This is an optimization exercise on Yosys and OpenROAD, whose aim is small area, not a production implementation. Function was checked by simulation only, so behaviour that the tests miss may differ from the original. Power and IR drop assume default switching activity.

===== flow/run.sh =====
#!/bin/bash
# synth_recipe.tcl (not shown) runs the flow's synth.tcl, then flattens the netlist and writes it again
# the make line also repeats each setting of config.mk as NAME=value (left out here)
make -C /OpenROAD-flow-scripts/flow DESIGN_CONFIG=/design/flow/config.mk WORK_HOME=/design/flow/orfs CLKGATE_MAP_FILE= SYNTH_SCRIPT=/design/flow/synth_recipe.tcl finish

===== flow/config.mk =====
export PLATFORM = sky130hd
export DESIGN_NAME = usb_msc_bot
export DESIGN_NICKNAME = usb_msc_bot
export VERILOG_FILES = /design/flow/design.v
export SDC_FILE = /design/flow/constraint.sdc
export NUM_CORES = 4
export LEC_CHECK = 0
export CAP_MARGIN = 20
export CORE_MARGIN = 2
export CORE_UTILIZATION = 40
export PLACE_DENSITY = 0.6
export SLEW_MARGIN = 20

===== flow/constraint.sdc =====
create_clock -name core_clock -period 10.0 [get_ports {clk}]
set_input_delay 2.0000 -clock core_clock [delete_from_list [all_inputs] [get_ports {clk}]]
set_output_delay 2.0000 -clock core_clock [all_outputs]
set_load 0.01 [all_outputs]

===== flow/design.v =====
module usb_msc_bot #(
    parameter [31:0] T_DATA_MS = 32'd250,   
    parameter [31:0] T_CSW_MS  = 32'd100    
) (
    input  wire        clk,
    input  wire        rst,            
    input  wire [31:0] now_ms,         
    input  wire [31:0] flash_blocks,   
    input  wire        out_valid,
    input  wire [7:0]  out_data,
    output wire        out_ready,
    output reg         in_valid,
    output reg  [7:0]  in_data,
    output reg         in_csw,
    input  wire        in_ready,
    output reg         fl_cmd_valid,
    output reg         fl_cmd_write,
    output reg  [31:0] fl_cmd_addr,
    output reg  [24:0] fl_cmd_len,
    input  wire        fl_sts_valid,
    input  wire        fl_sts_ok,
    output reg         fl_abort,
    input  wire        fl_rd_valid,
    input  wire [7:0]  fl_rd_data,
    output wire        fl_rd_ready,
    output wire        fl_wr_valid,
    output wire [7:0]  fl_wr_data,
    input  wire        fl_wr_ready
);
    localparam [2:0] PH_AWAIT  = 3'd0,
                     PH_CMD    = 3'd1,
                     PH_DIN    = 3'd2,
                     PH_DOUT   = 3'd3,
                     PH_NODATA = 3'd4,
                     PH_STATUS = 3'd5;
    localparam [3:0] HK_NONE      = 4'd0,
                     HK_TUR       = 4'd1,
                     HK_REQSENSE  = 4'd2,
                     HK_INQUIRY   = 4'd3,
                     HK_MODESENSE = 4'd4,
                     HK_READCAP   = 4'd5,
                     HK_READ10    = 4'd6,
                     HK_WRITE10   = 4'd7,
                     HK_NOOP      = 4'd8,
                     HK_INVALID   = 4'd9;
    localparam [7:0] ST_PASSED = 8'h00,
                     ST_FAILED = 8'h01;
    reg  [2:0]   phase;
    reg  [7:0]   mbox [0:30];
    reg  [4:0]   mb_cnt;
    reg          new_cbw;
    reg  [31:0]  cur_tag;
    reg  [31:0]  cur_dtl;
    reg  [7:0]   cur_flags;
    reg  [7:0]   cur_lun;
    reg  [7:0]   cur_cblen;
    reg  [7:0]   cur_cb [0:15];
    reg  [3:0]   hkind;
    reg  [31:0]  xfer_len;
    reg  [31:0]  flash_off;
    reg  [31:0]  xferred;
    reg  [7:0]   csw_status;
    reg          tx_state;         
    reg          tx_kind;          
    reg  [31:0]  tx_start;
    reg          tx_done;
    reg  [31:0]  tx_idx;           
    reg          fl_rd_wait;
    reg          rx_armed;
    reg  [31:0]  rx_len;
    reg  [31:0]  rx_count;
    reg          data_done;
    reg  [31:0]  rx_start;
    reg          sense_valid;
    reg  [3:0]   sense_key;
    reg  [7:0]   sense_asc;
    reg  [7:0]   sense_ascq;
    reg  [7:0]   csw_buf [0:12];
    integer i;
    function [7:0] inquiry_byte(input [5:0] idx);
        case (idx)
            6'd0:  inquiry_byte = 8'h00;
            6'd1:  inquiry_byte = 8'h00;
            6'd2:  inquiry_byte = 8'h00;
            6'd3:  inquiry_byte = 8'h02;
            6'd4:  inquiry_byte = 8'h1F;
            6'd5:  inquiry_byte = 8'h00;
            6'd6:  inquiry_byte = 8'h00;
            6'd7:  inquiry_byte = 8'h00;
            6'd8:  inquiry_byte = 8'h55;
            6'd9:  inquiry_byte = 8'h4E;
            6'd10: inquiry_byte = 8'h49;
            6'd11: inquiry_byte = 8'h56;
            6'd12: inquiry_byte = 8'h42;
            6'd13: inquiry_byte = 8'h4F;
            6'd14: inquiry_byte = 8'h58;
            6'd15: inquiry_byte = 8'h20;
            6'd16: inquiry_byte = 8'h53;
            6'd17: inquiry_byte = 8'h50;
            6'd18: inquiry_byte = 8'h49;
            6'd19: inquiry_byte = 8'h20;
            6'd20: inquiry_byte = 8'h46;
            6'd21: inquiry_byte = 8'h4C;
            6'd22: inquiry_byte = 8'h41;
            6'd23: inquiry_byte = 8'h53;
            6'd24: inquiry_byte = 8'h48;
            6'd25: inquiry_byte = 8'h20;
            6'd26: inquiry_byte = 8'h44;
            6'd27: inquiry_byte = 8'h49;
            6'd28: inquiry_byte = 8'h53;
            6'd29: inquiry_byte = 8'h4B;
            6'd30: inquiry_byte = 8'h20;
            6'd31: inquiry_byte = 8'h20;
            6'd32: inquiry_byte = 8'h31;
            6'd33: inquiry_byte = 8'h2E;
            6'd34: inquiry_byte = 8'h30;
            6'd35: inquiry_byte = 8'h30;
            default: inquiry_byte = 8'h00;
        endcase
    endfunction
    function [7:0] modesense_byte(input [1:0] idx);
        case (idx)
            2'd0: modesense_byte = 8'h03;
            2'd1: modesense_byte = 8'h00;
            2'd2: modesense_byte = 8'h80;
            default: modesense_byte = 8'h00;
        endcase
    endfunction
    function [7:0] readcap_byte(input [2:0] idx, input [31:0] blocks);
        case (idx)
            3'd0: readcap_byte = blocks[31:24];
            3'd1: readcap_byte = blocks[23:16];
            3'd2: readcap_byte = blocks[15:8];
            3'd3: readcap_byte = blocks[7:0];
            3'd4: readcap_byte = 8'h00;
            3'd5: readcap_byte = 8'h00;
            3'd6: readcap_byte = 8'h02;    
            default: readcap_byte = 8'h00;
        endcase
    endfunction
    function [7:0] sense_byte(input [4:0] idx, input valid, input [3:0] key,
                              input [7:0] asc, input [7:0] ascq);
        case (idx)
            5'd0:  sense_byte = 8'h70;
            5'd2:  sense_byte = valid ? {4'h0, key} : 8'h00;
            5'd7:  sense_byte = 8'h0A;
            5'd12: sense_byte = valid ? asc : 8'h00;
            5'd13: sense_byte = valid ? ascq : 8'h00;
            default: sense_byte = 8'h00;
        endcase
    endfunction
    function [31:0] fixed_len(input [31:0] n, input [31:0] dtl);
        fixed_len = (dtl < n) ? dtl : n;
    endfunction
    wire [7:0]  op      = cur_cb[0];
    wire [31:0] lba     = {cur_cb[2], cur_cb[3], cur_cb[4], cur_cb[5]};
    wire [15:0] blocks  = {cur_cb[7], cur_cb[8]};
    wire [31:0] residue = (cur_dtl >= xferred) ? (cur_dtl - xferred) : 32'd0;
    wire tx_expired_data = (now_ms - tx_start) >= T_DATA_MS;
    wire tx_expired_csw  = (now_ms - tx_start) >= T_CSW_MS;
    wire din_pending  = (phase == PH_DIN) && tx_state && !tx_done;
    wire din_flash    = din_pending && (hkind == HK_READ10);
    wire sts_pending  = (phase == PH_STATUS) && tx_state && !tx_done;
    wire rx_active    = (phase == PH_DOUT) && rx_armed && !data_done;
    wire cbw_accept   = !new_cbw && !rx_active &&
                        ((phase == PH_AWAIT) ||
                         ((phase == PH_STATUS) && tx_state));
    assign out_ready   = rx_active ? fl_wr_ready : cbw_accept;
    assign fl_wr_valid = rx_active && out_valid;
    assign fl_wr_data  = out_data;
    assign fl_rd_ready = din_flash && in_ready;
    reg [7:0] din_byte;
    always @(*) begin
        case (hkind)
            HK_REQSENSE:  din_byte = sense_byte(tx_idx[4:0], sense_valid, sense_key,
                                                sense_asc, sense_ascq);
            HK_INQUIRY:   din_byte = inquiry_byte(tx_idx[5:0]);
            HK_MODESENSE: din_byte = modesense_byte(tx_idx[1:0]);
            HK_READCAP:   din_byte = readcap_byte(tx_idx[2:0], flash_blocks);
            HK_READ10:    din_byte = fl_rd_data;
            default:      din_byte = 8'h00;
        endcase
    end
    always @(*) begin
        in_valid = 1'b0;
        in_data  = 8'h00;
        in_csw   = 1'b0;
        if (din_pending) begin
            in_valid = (hkind == HK_READ10) ? fl_rd_valid : 1'b1;
            in_data  = din_byte;
        end else if (sts_pending) begin
            in_valid = 1'b1;
            in_data  = csw_buf[tx_idx[3:0]];
            in_csw   = 1'b1;
        end
    end
    wire in_fire   = in_valid && in_ready;
    wire tx_last   = din_pending ? (tx_idx == xfer_len - 32'd1)
                                 : (tx_idx == 32'd12);
    wire out_fire  = out_valid && out_ready;
    always @(posedge clk) begin
        fl_cmd_valid <= 1'b0;
        fl_abort     <= 1'b0;
        if (rst) begin
            phase       <= PH_AWAIT;
            mb_cnt      <= 5'd0;
            new_cbw     <= 1'b0;
            cur_tag     <= 32'd0;
            cur_dtl     <= 32'd0;
            cur_flags   <= 8'd0;
            cur_lun     <= 8'd0;
            cur_cblen   <= 8'd0;
            for (i = 0; i < 16; i = i + 1)
                cur_cb[i] <= 8'd0;
            hkind       <= HK_NONE;
            xfer_len    <= 32'd0;
            flash_off   <= 32'd0;
            xferred     <= 32'd0;
            csw_status  <= ST_PASSED;
            tx_state    <= 1'b0;
            tx_kind     <= 1'b0;
            tx_start    <= 32'd0;
            tx_done     <= 1'b0;
            tx_idx      <= 32'd0;
            fl_rd_wait  <= 1'b0;
            rx_armed    <= 1'b0;
            rx_len      <= 32'd0;
            rx_count    <= 32'd0;
            data_done   <= 1'b0;
            rx_start    <= 32'd0;
            sense_valid <= 1'b0;
            sense_key   <= 4'h0;
            sense_asc   <= 8'h00;
            sense_ascq  <= 8'h00;
            fl_cmd_write <= 1'b0;
            fl_cmd_addr  <= 32'd0;
            fl_cmd_len   <= 25'd0;
        end else begin
            if (out_fire && !rx_active) begin
                mbox[mb_cnt] <= out_data;
                if (mb_cnt == 5'd30) begin
                    mb_cnt <= 5'd0;
                    if (mbox[0] == 8'h55 && mbox[1] == 8'h53 &&
                        mbox[2] == 8'h42 && mbox[3] == 8'h43)
                        new_cbw <= 1'b1;
                end else begin
                    mb_cnt <= mb_cnt + 5'd1;
                end
            end
            if (out_fire && rx_active) begin
                rx_count <= rx_count + 32'd1;
                if (rx_count + 32'd1 == rx_len)
                    data_done <= 1'b1;
            end
            if (in_fire) begin
                tx_idx <= tx_idx + 32'd1;
                if (tx_last)
                    tx_done <= 1'b1;
            end
            case (phase)
            PH_AWAIT: begin
                if (new_cbw) begin
                    cur_tag   <= {mbox[7], mbox[6], mbox[5], mbox[4]};
                    cur_dtl   <= {mbox[11], mbox[10], mbox[9], mbox[8]};
                    cur_flags <= mbox[12];
                    cur_lun   <= mbox[13];
                    cur_cblen <= mbox[14];
                    for (i = 0; i < 16; i = i + 1)
                        cur_cb[i] <= mbox[15 + i];
                    new_cbw    <= 1'b0;
                    hkind      <= HK_NONE;
                    xfer_len   <= 32'd0;
                    flash_off  <= 32'd0;
                    xferred    <= 32'd0;
                    csw_status <= ST_PASSED;
                    rx_count   <= 32'd0;
                    phase      <= PH_CMD;
                end
            end
            PH_CMD: begin
                csw_status <= ST_PASSED;
                xfer_len   <= 32'd0;
                flash_off  <= 32'd0;
                case (op)
                8'h00: begin
                    hkind      <= HK_TUR;
                    csw_status <= sense_valid ? ST_FAILED : ST_PASSED;
                    phase      <= PH_NODATA;
                end
                8'h03: begin
                    hkind    <= HK_REQSENSE;
                    xfer_len <= fixed_len(32'd18, cur_dtl);
                    phase    <= PH_DIN;
                end
                8'h12: begin
                    hkind    <= HK_INQUIRY;
                    xfer_len <= fixed_len(32'd36, cur_dtl);
                    phase    <= PH_DIN;
                end
                8'h1A: begin
                    hkind    <= HK_MODESENSE;
                    xfer_len <= fixed_len(32'd4, cur_dtl);
                    phase    <= PH_DIN;
                end
                8'h25: begin
                    hkind    <= HK_READCAP;
                    xfer_len <= fixed_len(32'd8, cur_dtl);
                    phase    <= PH_DIN;
                end
                8'h28: begin
                    hkind     <= HK_READ10;
                    flash_off <= {lba[22:0], 9'd0};
                    xfer_len  <= {7'd0, blocks, 9'd0};
                    phase     <= PH_DIN;
                end
                8'h2A: begin
                    hkind     <= HK_WRITE10;
                    flash_off <= {lba[22:0], 9'd0};
                    xfer_len  <= {7'd0, blocks, 9'd0};
                    phase     <= PH_DOUT;
                end
                8'h1B, 8'h1E: begin
                    hkind <= HK_NOOP;
                    phase <= PH_NODATA;
                end
                default: begin
                    hkind       <= HK_INVALID;
                    csw_status  <= ST_FAILED;
                    sense_valid <= 1'b1;
                    sense_key   <= 4'h5;
                    sense_asc   <= 8'h20;
                    sense_ascq  <= 8'h00;
                    phase       <= PH_NODATA;
                end
                endcase
            end
            PH_NODATA: begin
                xferred <= 32'd0;
                phase   <= PH_STATUS;
            end
            PH_DIN: begin
                if (!tx_state) begin
                    if (fl_rd_wait) begin
                        if (fl_sts_valid) begin
                            fl_rd_wait <= 1'b0;
                            if (fl_sts_ok) begin
                                tx_done  <= 1'b0;
                                tx_kind  <= 1'b0;
                                tx_start <= now_ms;
                                tx_state <= 1'b1;
                                tx_idx   <= 32'd0;
                            end else begin
                                sense_valid <= 1'b1;
                                sense_key   <= 4'h3;
                                sense_asc   <= 8'h11;
                                sense_ascq  <= 8'h00;
                                csw_status  <= ST_FAILED;
                                xferred     <= 32'd0;
                                phase       <= PH_STATUS;
                            end
                        end
                    end else if (xfer_len == 32'd0) begin
                        xferred <= 32'd0;
                        if (hkind == HK_REQSENSE) begin
                            sense_valid <= 1'b0;
                            sense_key   <= 4'h0;
                            sense_asc   <= 8'h00;
                            sense_ascq  <= 8'h00;
                        end
                        phase <= PH_STATUS;
                    end else if (hkind == HK_READ10) begin
                        fl_cmd_valid <= 1'b1;
                        fl_cmd_write <= 1'b0;
                        fl_cmd_addr  <= flash_off;
                        fl_cmd_len   <= xfer_len[24:0];
                        fl_rd_wait   <= 1'b1;
                    end else begin
                        tx_done  <= 1'b0;
                        tx_kind  <= 1'b0;
                        tx_start <= now_ms;
                        tx_state <= 1'b1;
                        tx_idx   <= 32'd0;
                    end
                end else begin
                    if (tx_done || (in_fire && tx_last)) begin
                        tx_done  <= 1'b0;
                        tx_state <= 1'b0;
                        xferred  <= xfer_len;
                        if (hkind == HK_REQSENSE) begin
                            sense_valid <= 1'b0;
                            sense_key   <= 4'h0;
                            sense_asc   <= 8'h00;
                            sense_ascq  <= 8'h00;
                        end
                        phase <= PH_STATUS;
                    end else if (tx_expired_data) begin
                        if (hkind == HK_READ10)
                            fl_abort <= 1'b1;
                        tx_state   <= 1'b0;
                        xferred    <= 32'd0;
                        csw_status <= ST_FAILED;
                        if (!sense_valid) begin
                            sense_valid <= 1'b1;
                            sense_key   <= 4'hB;
                            sense_asc   <= 8'h00;
                            sense_ascq  <= 8'h00;
                        end
                        phase <= PH_STATUS;
                    end
                end
            end
            PH_DOUT: begin
                if (!rx_armed) begin
                    if (xfer_len == 32'd0) begin
                        xferred <= 32'd0;
                        phase   <= PH_STATUS;
                    end else begin
                        rx_len       <= xfer_len;
                        rx_count     <= 32'd0;
                        data_done    <= 1'b0;
                        rx_start     <= now_ms;
                        rx_armed     <= 1'b1;
                        fl_cmd_valid <= 1'b1;
                        fl_cmd_write <= 1'b1;
                        fl_cmd_addr  <= flash_off;
                        fl_cmd_len   <= xfer_len[24:0];
                    end
                end else if (data_done && fl_sts_valid) begin
                    data_done <= 1'b0;
                    rx_armed  <= 1'b0;
                    xferred   <= rx_count;
                    if (!fl_sts_ok) begin
                        sense_valid <= 1'b1;
                        sense_key   <= 4'h3;
                        sense_asc   <= 8'h0C;
                        sense_ascq  <= 8'h00;
                        csw_status  <= ST_FAILED;
                    end
                    phase <= PH_STATUS;
                end
            end
            PH_STATUS: begin
                if (!tx_state) begin
                    csw_buf[0]  <= 8'h55;
                    csw_buf[1]  <= 8'h53;
                    csw_buf[2]  <= 8'h42;
                    csw_buf[3]  <= 8'h53;
                    csw_buf[4]  <= cur_tag[7:0];
                    csw_buf[5]  <= cur_tag[15:8];
                    csw_buf[6]  <= cur_tag[23:16];
                    csw_buf[7]  <= cur_tag[31:24];
                    csw_buf[8]  <= residue[7:0];
                    csw_buf[9]  <= residue[15:8];
                    csw_buf[10] <= residue[23:16];
                    csw_buf[11] <= residue[31:24];
                    csw_buf[12] <= csw_status;
                    tx_done  <= 1'b0;
                    tx_kind  <= 1'b1;
                    tx_start <= now_ms;
                    tx_state <= 1'b1;
                    tx_idx   <= 32'd0;
                end else begin
                    if (tx_done || (in_fire && tx_last)) begin
                        tx_done  <= 1'b0;
                        tx_state <= 1'b0;
                        phase    <= PH_AWAIT;
                    end else if (tx_expired_csw) begin
                        tx_state <= 1'b0;
                        phase    <= PH_AWAIT;
                    end
                end
            end
            default: begin
            end
            endcase
        end
    end
endmodule

==> summary.txt <==
flip-flops by register name, summed over array words and instances (netlist names), 3 cells and up, named ones only:
name / flops
fl_cmd_len: 25
fl_cmd_addr: 23
csw_buf: 72
cur_tag: 32
hkind: 4
csw_status: 8
sense_key: 4
cur_dtl: 32
sense_ascq: 8
rx_count: 32
xfer_len: 32
tx_idx: 32
flash_off: 23
cur_cb: 47
rx_len: 32
tx_start: 32
mb_cnt: 5
mbox: 143
phase: 3
sense_asc: 8
xferred: 32
report_power, final:
group	internal [mW]	switching, mW
clock network	1.64	1.16
registers	2.85	0.0600
logic	0.631	1.07
total	5.12	2.28
cells in the mapped netlist (10+ instances only):
library cell	instances
a22o_1	38
inv_1	124
o31ai_1	19
o22ai_1	14
a21o_1	39
xnor2_1	92
mux2i_1	13
nor3_1	64
nor3b_1	27
nand3_1	76
or3_1	37
edfxtp_1	215
a22oi_1	98
and4_1	12
a222oi_1	19
a31oi_1	18
mux2_2	10
buf_2	11
o21a_1	22
o21ai_0	125
and3_1	40
nor2b_1	19
nor2_1	301
buf_1	10
o211ai_1	16
or4_1	19
nand2_1	630
nand4_1	46
a211oi_2	28
dfxtp_1	431
buf_4	20
and2_1	24
a21oi_1	371
nand2b_1	18
a211oi_1	27
nor4_1	41
xor2_1	62
ha_1	83
clkbuf_1	207
a2111oi_0	12
through the flow:
stage                     area, sq um  cells  power, mW   util  setup slack [ns]
final                           37000   4792       7.41  0.467              3.72
after global routing            37000   4792       7.71  0.467              3.52
after CTS                       37000   4791       7.46  0.467              3.71
after detailed placement        34400   4654       4.65  0.435              3.49
after global placement          34400   4654       4.65  0.435              3.45
after floorplan                 32100   3647       4.14      -              1.80
logic make-up (layout without fill, tap and decap cells):
group	count (synthesis)	count (layout)
buffers and inverters	377	471
and+or+nand+nor	1404	1404
adders and majority gates	85	85
muxes	23	23
DFF	646	646
AOI/OAI and AO/OA	948	948
other	1	10
xor gates and xnor gates	155	155
worst max-delay path by stage:
stage	end	slack (ns)	cells past startpoint
finish	in_data[6]	3.72	7
global route	in_data[2]	3.52	7
CTS	in_data[6]	3.71	7
detailed placement	xferred[11]$_SDFFE_PP0P_	3.49	18
global placement	xferred[31]$_SDFFE_PP0P_	3.45	18
floorplan	csw_buf[10][0]$_SDFFCE_PN0P_	1.80	4
routing by layer:
layer  up-vias  part of all wire  track usage  routed length [microns]
met5         -           0.00028            0                       28
met4         4             0.025       0.0645                     2490
met3       158             0.049       0.0332                     4830
met2       722              0.48        0.399                    47700
met1     13100              0.44        0.318                    44100
li1      13100                 -            -                        -
area by class of cell:
class / instances / area share
inverters: 125 / 0.0127
clock buffers: 110 / 0.0578
flip-flops and latches: 646 / 0.408
multi-input cells: 2624 / 0.421
clock inverters: 27 / 0.0119
well taps: 1050 / 0.0355
repair buffers: 209 / 0.0533
diodes: 1 / 0.0000677
==> impl_results.md <==
* Synth Register Bits at 646
* Final net count at 3853
* IO Pins at about 170
* Crit path buf inv count at 2
* Top delay family on crit path: compound AO/OA/AOI/OAI gates
* Layout cells sized above 1 at 0.0660
* Register Area at roughly 0.015 sq mm
* Worst Path Arrival at approximately 4.3 ns
* Setup violators final at 0
* Flop2flop setup slack at around 4.3 ns
* Most frequent cells in the layout: nand2_1, dfxtp_1, a21oi_1, nor2_1, edfxtp_1
* Post-synth EDFFs at 215
* Pwr Density at about 200 mW/mm^2
* Worst R2R Path Depth at 13
* Syn Area/Cell at around 9 sq um
* Hold depth at 0
* First-pass GRT wire length at ~150 mm
* Lkg Pwr at approximately 13 nW
* Area occupied by multi-input gates at roughly 0.016 sq mm
* Hold-fix buffers, CTS at 0
* Simple-gate portion of the synthesized area at 0.203
* CP endpoint kind: output pin
* Number of remaining DRC errors at 0
* Synthesized instance count at between 3000 and 4000
* Final clock skew at slightly below 0.06 ns
* Final min period at ~6.3 ns
* Share of the synthesized area in the top cell type at 0.269
* Worst-path maximum fanout at 1
* Initial core utilization at 0.405
* Startpoint type of the worst setup path: input pin
* Ys async rst share at 0
* CP max stage cell: clkdlybuf4s50_1
* Worst path required time at around 8 ns
* Total wire length at around 100 mm
* Port Buf Inserts at ~160
* Post-Synth Adder-Cell Area at 0.0337
* CTS H-tree depth at 3
* # rows at 103
* Total GRT Usage at 0.237
* Setup Crit Path Kind: input pin to output pin
* Via density at between 5 and 6
* Crit path largest cell delay at roughly 0.54 ns
* Crit-path cells: clkdlybuf4s50_1 > a222oi_1 > o21ai_0 > a222oi_1 > a21boi_0 > o22ai_1 > clkdlybuf4s50_1
* Slew @ Worst Pin at around 1.1 ns
* Synth Area in XOR/XNOR at 0.0428
* Relative slew slack at 0.292
* Largest net degree at the start of global routing at 101
* Min-delay src: cur_tag[24]$_SDFFE_PP0P_
* Top_reg_cell synth: dfxtp_1
* # resized after CTS at 0
* Drt pass-1 iters at 8
* Yosys cell types at around 90
* Most common cell after layout, fill and taps aside: nand2_1
* Synth area leader: dfxtp_1
* Slew Limit Fails at 0
* Mapped Area at ~0.032 sq mm
* DR iter-0 viols at ~2300
* Synth area leaders: dfxtp_1, edfxtp_1, nand2_1
* Antenna violations before repair at 3
* Crit. Startpoint: flash_blocks[14]
* Dpl hpwl at ~69 mm
* Worst hold margin at 0.417 ns
* DIE WIDTH at approximately 290 microns
* Max-Cap Viols at 0
* Bufs on Longest Clock Path at 3
* Vias in the first global route at about 26000
* Die ar. at 0.0824 sq mm
* Synth warnings at 3
* Reg2reg start: tx_state$_SDFFE_PP0N_
* Fillers at between 7000 and 8000
* Clk sinks at ~650
* Reg-to-Reg End: xferred[11]$_SDFFE_PP0P_
* DR WL/cell at 20.7 microns
* Worst IR Drop VDD at 0.000177 V
* Seq/Total Area, Yosys at 0.471
* RSZ-0062 raised after global routing: false
* GRT overflow at 0
* Outcome: timing/DRC/antenna clean
* Height of the die at between 200 and 300 microns
* Antenna Nets Post-Route at 0
* Register clock-pin slew on the reported worst setup and hold paths at 0.06 ns
* Clock Latency Late Sink at ~0.66 ns
* Area delta synth->final at 15.4%
* CTS buffer count at 74
* Final GP Congestion at roughly 0.92
* Compound-Gate Fraction of Synth Area at 0.195
* Total number of vias at between 20000 and 30000
* CTS tree: yes
* Buffer count from post-CTS setup fixing at 0
* Core area at 0.0791 sq mm
* Crit share post-route at 0.628
* Root Driver: clkbuf_16
* Post-synthesis mux area share at 0.00757
* Worst Hold Class: register to register
* Fmax at 159 MHz
* Post-route setup TNS at 0 ns
* Main combinational cell family by area after synthesis: simple AND/OR/NAND/NOR gates
* Final hold viol count at 0
* Hold Crit Endpoint: csw_buf[7][0]$_DFFE_PP_

what the ideal ports hide:
No port has a modelled driver above. Below, the same layout with a new extraction and two added sets of constraints. Step 1 sets driving cells, clkbuf_16 on the clock port and buf_2 on the other inputs (assumed; they add their load-dependent delay and slew). Step 2 also shifts input and output timing later by t, the mid clock arrival at the registers, as if the neighbouring blocks saw the same clock. a / b / c = no drivers / after step 1 / after step 2; a / b = the first two.
shift t [ns]: 0.693
slack for setup (ns): 3.717 / 3.694 / 3.326
worst setup path at the end: input to register
clock arrival spread, ns: 0.060 / 0.060
After both steps this run still meets setup and hold. The setup slack of this run moves by -0.023 ns with the drivers and by -0.391 ns with both steps.
